Source: an optimization exercise on an open RTL-to-GDS flow (aim: small area, a short achievable clock period and few clock cycles). Production flows keep margins and buffers that such runs may drop. Only simulation tests tie the RTL to the original design; equivalence was not proved. Power figures rest on the tool's default switching activity, not on a simulated workload.

==> flow/design.v <==
module pwm_calc #(
    parameter [31:0] OSC_HZ     = 32'd10000000,
    parameter [15:0] PRESCALE   = 16'd16,
    parameter integer RES       = 8,
    parameter [15:0] FREQ_SCALE = 16'd100
) (
    input  wire        clk,
    input  wire        rst,
    input  wire        req_valid,
    input  wire        req_write,
    input  wire [7:0]  req_off,
    input  wire [31:0] req_data,
    output reg         resp_valid,
    output reg  [1:0]  resp_code,
    output reg  [31:0] resp_data
);
    localparam [63:0] N     = OSC_HZ * FREQ_SCALE;           
    localparam [63:0] DSC   = 4 * PRESCALE;                   
    localparam integer DW   = RES + 3;                        
    localparam [63:0] K     = (2 * N) / DSC;                  
    localparam [31:0] FMIN  = (N + (DSC << RES) - 1) / (DSC << RES);  
    localparam [31:0] FMAX  = N / DSC;                        
    localparam [31:0] T1    = K / 3;
    localparam [31:0] T2    = K / 5;
    localparam [31:0] T3    = K / 7;
    localparam [31:0] T4    = K / 9;
    localparam [31:0] T16   = K / 33;
    localparam integer FW   = 22;                             
    function automatic le_const(input [31:0] x, input [31:0] c);
        integer i;
        begin
            le_const = 1'b1;
            for (i = 0; i < 32; i = i + 1)
                le_const = c[i] ? (!x[i] || le_const) : (!x[i] && le_const);
        end
    endfunction
    localparam [1:0] RESP_OKAY   = 2'd0;
    localparam [1:0] RESP_CMDERR = 2'd1;
    localparam [1:0] RESP_BUSERR = 2'd2;
    localparam [1:0] ERR_NONE    = 2'd0;
    localparam [1:0] ERR_RANGE   = 2'd1;
    localparam [1:0] ERR_NOINIT  = 2'd2;
    localparam [1:0] ERR_BADPCT  = 2'd3;
    reg [RES-1:0] period;    
    reg [DW-1:0]  duty;      
    reg [1:0]     err;
    reg           init;
    reg           duty_cur;
    reg           dv_busy;   
    reg           dv_first;  
    reg [2:0]     dv_cnt;    
    reg [FW-1:0]  dv_rem;
    reg [FW-1:0]  dv_f;
    reg [1:0]     p_code;    
    reg           du_busy;   
    reg [2:0]     du_j;      
    reg           du_b;      
    reg           du_last;   
    reg [4:0]     du_r;      
    reg [2:0]     pct_a;     
    reg [4:0]     pct_c;     
    wire off_f   = (req_off == 8'h00);
    wire off_p   = (req_off == 8'h04);
    wire off_per = (req_off == 8'h08);
    wire off_dut = (req_off == 8'h0C) || (req_off == 8'h10) || (req_off == 8'h14);
    wire mapped  = (req_off[1:0] == 2'b00) && (req_off <= 8'h28);
    wire f_in_range = !le_const(req_data, FMIN - 1) && le_const(req_data, FMAX);
    wire pct_ok     = le_const(req_data, 32'd100);
    wire stall = req_write ? ((off_f && (dv_busy || du_busy)) ||
                              (off_p && (du_busy || (dv_busy && !dv_first))))
                           : ((off_per && dv_busy) || (off_dut && du_busy));
    reg [31:0] rd_data;
    always @(*) begin
        case (req_off)
            8'h08:   rd_data = {{(32-RES){1'b0}}, period};
            8'h0C:   rd_data = {{(32-DW){1'b0}}, duty};
            8'h10:   rd_data = {{(32-DW+2){1'b0}}, duty[DW-1:2]};
            8'h14:   rd_data = {30'd0, duty[1:0]};
            8'h18:   rd_data = {28'd0, duty_cur, init, err};
            8'h1C:   rd_data = OSC_HZ;
            8'h20:   rd_data = {16'd0, PRESCALE};
            8'h24:   rd_data = RES;
            8'h28:   rd_data = {16'd0, FREQ_SCALE};
            default: rd_data = 32'd0;
        endcase
    end
    always @(*) begin
        resp_valid = req_valid && !stall;
        resp_data  = req_write ? 32'd0 : rd_data;
        resp_code[1] = !mapped || (req_write && !off_f && !off_p);
        resp_code[0] = req_write && ((off_f && !f_in_range) ||
                                     (off_p && (!init || !pct_ok)));
    end
    wire accept = req_valid && !stall;
    wire do_f   = accept && req_write && off_f;
    wire do_p   = accept && req_write && off_p;
    wire ge1  = le_const(req_data, T1);
    wire ge2  = le_const(req_data, T2);
    wire ge3  = le_const(req_data, T3);
    wire ge4  = le_const(req_data, T4);
    wire ge16 = le_const(req_data, T16);
    wire [24:0] h_full = (K[24:0] - {3'b0, req_data[FW-1:0]}) >> 1;
    wire [FW:0]   dv_sh   = {dv_rem, period[RES-1]};
    wire [FW+1:0] dv_diff = {1'b0, dv_sh} - {2'b0, dv_f};
    wire          dv_fit  = !dv_diff[FW+1];
    wire [5:0] du_c12  = {1'b0, pct_c} + 6'd12;
    wire [6:0] du_c212 = {1'b0, pct_c, 1'b0} + 7'd12;
    wire [6:0] du_k    = du_last ? (du_b ? du_c212 : {1'b0, du_c12})
                                 : (du_b ? {2'b0, pct_c} : 7'd0);
    wire [3:0] du_a    = (du_last && du_b) ? {pct_a, 1'b0} :
                         (du_last || du_b) ? {1'b0, pct_a} : 4'd0;
    wire [6:0] du_t    = {1'b0, du_r, 1'b0} + du_k;            
    wire [2:0] du_q    = (du_t >= 7'd100) ? 3'd4 : (du_t >= 7'd75) ? 3'd3 :
                         (du_t >= 7'd50)  ? 3'd2 : (du_t >= 7'd25) ? 3'd1 : 3'd0;
    wire [6:0] du_rn   = du_t - du_q * 7'd25;
    wire [DW-1:0] du_x  = {duty[DW-2:0], 1'b0} + {{(DW-4){1'b0}}, du_a};
    wire [DW-4:0] du_xi = du_x[DW-1:3] + 1'b1;
    wire [3:0]    du_lo = {1'b0, du_x[2:0]} + {1'b0, du_q};
    wire [DW-1:0] du_qn = {du_lo[3] ? du_xi : du_x[DW-1:3], du_lo[2:0]};
    wire [6:0] pct_in = req_data[6:0];
    wire [2:0] pa_in  = (pct_in >= 7'd100) ? 3'd4 : (pct_in >= 7'd75) ? 3'd3 :
                        (pct_in >= 7'd50)  ? 3'd2 : (pct_in >= 7'd25) ? 3'd1 : 3'd0;
    wire [4:0] pc_in  = pct_in - pa_in * 7'd25;
    wire [2:0] p_top  = (p_code == 2'd3) ? 3'd7 : (p_code == 2'd2) ? 3'd3 :
                        (p_code == 2'd1) ? 3'd1 : 3'd0;
    wire       p_one  = (p_code == 2'd0);
    wire       p_topb = period[p_top] && !p_one;
    wire [2:0] p_next = p_one ? 3'd0 : p_top - 1'b1;
    wire [2:0] b_idx  = du_busy ? du_j - 1'b1 : p_next;
    always @(posedge clk) begin
        if (dv_busy) begin
            dv_rem <= dv_fit ? dv_diff[FW-1:0] : dv_sh[FW-1:0];
            dv_cnt <= dv_cnt - 1'b1;
        end else begin
            dv_rem <= ge16 ? {{(FW-17){1'b0}}, h_full[24:8]} : {1'b0, h_full[24:4]};
            dv_cnt <= ge16 ? 3'd7 : 3'd3;
            dv_f   <= req_data[FW-1:0];
        end
        if (du_busy) begin
            du_r    <= du_rn[4:0];
            du_j    <= du_j - 1'b1;
            du_last <= (du_j == 3'd1);
        end else begin
            du_r  <= (p_topb && !dv_busy) ? pc_in : 5'd0;
            du_j  <= dv_busy ? p_top : p_next;
            du_last <= dv_busy ? 1'b0 : (p_next == 3'd0);
            pct_a <= pa_in;
            pct_c <= pc_in;
        end
        du_b <= dv_busy ? dv_fit : period[b_idx];
    end
    always @(posedge clk) begin
        if (rst) begin
            period   <= {RES{1'b0}};
            duty     <= {DW{1'b0}};
            err      <= ERR_NONE;
            init     <= 1'b0;
            duty_cur <= 1'b0;
            dv_busy  <= 1'b0;
            dv_first <= 1'b0;
            du_busy  <= 1'b0;
        end else begin
            if (dv_busy) begin
                period   <= {period[RES-2:0], dv_fit};
                dv_first <= 1'b0;
                if (dv_cnt == 3'd0) dv_busy <= 1'b0;
            end
            if (du_busy) begin
                duty <= du_qn;
                if (du_last) du_busy <= 1'b0;
            end
            if (do_f) begin
                if (!f_in_range) begin
                    err <= ERR_RANGE;
                end else begin
                    err      <= ERR_NONE;
                    init     <= 1'b1;
                    duty_cur <= 1'b0;
                    if (!ge4) begin
                        period <= {{(RES-2){1'b0}}, ge2, ge1 ^ ge2 ^ ge3};
                        p_code <= {1'b0, ge2};
                    end else begin
                        period   <= ge16 ? h_full[7:0] : {h_full[3:0], 4'b0};
                        dv_busy  <= 1'b1;
                        dv_first <= 1'b1;
                        p_code   <= ge16 ? 2'd3 : 2'd2;
                    end
                end
            end
            if (do_p) begin
                if (!init) begin
                    err <= ERR_NOINIT;
                end else if (!pct_ok) begin
                    err <= ERR_BADPCT;
                end else begin
                    err      <= ERR_NONE;
                    duty_cur <= 1'b1;
                    du_busy  <= 1'b1;
                    duty <= (p_topb && !dv_busy) ? {{(DW-3){1'b0}}, pa_in} : {DW{1'b0}};
                end
            end
        end
    end
endmodule
clock: 8.0 ns
lec_check: 0
cap_margin: 20
core_margin: 2
core_utilization: 40
cts_buf_list: sky130_fd_sc_hd__clkbuf_4 sky130_fd_sc_hd__clkbuf_8
setup_slack_margin: 3.15
slew_margin: 20
run.sh (not shown) runs the stock make flow with config.mk's settings and CLKGATE_MAP_FILE= SYNTH_SCRIPT=/design/flow/synth_recipe.tcl, a recipe that flattens the netlist after the stock synthesis.
Testbench counts at the start, summed over its fixed seeds: cycles 8,596.
Rerun with:
--- a/flow/design.v
+++ b/flow/design.v
@@ -70,22 +70,23 @@
                               (off_p && (du_busy || (dv_busy && !dv_first))))
                            : ((off_per && dv_busy) || (off_dut && du_busy));
-    reg [31:0] rd_data;
+    wire       rd_ok = !req_write && (req_off[7:6] == 2'b00) && (req_off[1:0] == 2'b00);
+    reg [23:0] rd_word;
     always @(*) begin
-        case (req_off)
-            8'h08:   rd_data = {{(32-RES){1'b0}}, period};
-            8'h0C:   rd_data = {{(32-DW){1'b0}}, duty};
-            8'h10:   rd_data = {{(32-DW+2){1'b0}}, duty[DW-1:2]};
-            8'h14:   rd_data = {30'd0, duty[1:0]};
-            8'h18:   rd_data = {28'd0, duty_cur, init, err};
-            8'h1C:   rd_data = OSC_HZ;
-            8'h20:   rd_data = {16'd0, PRESCALE};
-            8'h24:   rd_data = RES;
-            8'h28:   rd_data = {16'd0, FREQ_SCALE};
-            default: rd_data = 32'd0;
+        case (req_off[5:2])
+            4'd2:    rd_word = {{(24-RES){1'b0}}, period};
+            4'd3:    rd_word = {{(24-DW){1'b0}}, duty};
+            4'd4:    rd_word = {{(24-DW+2){1'b0}}, duty[DW-1:2]};
+            4'd5:    rd_word = {22'd0, duty[1:0]};
+            4'd6:    rd_word = {20'd0, duty_cur, init, err};
+            4'd7:    rd_word = OSC_HZ[23:0];
+            4'd8:    rd_word = {8'd0, PRESCALE};
+            4'd9:    rd_word = RES;
+            4'd10:   rd_word = {8'd0, FREQ_SCALE};
+            default: rd_word = 24'd0;
         endcase
     end
     always @(*) begin
         resp_valid = req_valid && !stall;
-        resp_data  = req_write ? 32'd0 : rd_data;
+        resp_data  = {8'd0, rd_ok ? rd_word : 24'd0};
         resp_code[1] = !mapped || (req_write && !off_f && !off_p);
         resp_code[0] = req_write && ((off_f && !f_in_range) ||
Setup slack is better by 0.051 ns.
Combinational power shrinks slightly.
Global-route usage drops by 0.34 points.
Worst hold slack improves by 0.0054 ns.
Synthesized area decreases slightly.
Die area went down slightly.
Final area falls slightly.
Testbench counts after the change, summed over its fixed seeds: cycles 8,596.

==> port drivers added, routing unchanged <==
No port has a modelled driver above. Below, the same layouts with a new extraction and two added sets of constraints.
Step 1: set_driving_cell puts a clkbuf_16 on clk and a buf_2 on each other input, an assumption about the parent block.
Step 2, shift: input delay + t, output delay - t, t = (earliest + latest rising clock arrival at the registers) / 2. This alone moves slack from input paths to output paths.
Slacks: no drivers / after step 1 / after step 2; pairs: no drivers / after step 1.
run | t (ns) | setup slack, ns | hold slack, ns | worst register clock-pin slew, ns | cell pins on the clock port's net
the first run | 0.413 | 3.150 / 3.087 / 3.087 | 0.386 / 0.386 / 0.386 | 0.10 / 0.10 | 1
the second run | 0.422 | 3.201 / 3.182 / 3.182 | 0.391 / 0.391 / 0.391 | 0.10 / 0.10 | 1
After both steps setup and hold are still met in every run listed. The setup slack of the first run, which loses most, moves by -0.063 ns with the drivers and by -0.063 ns with both steps.
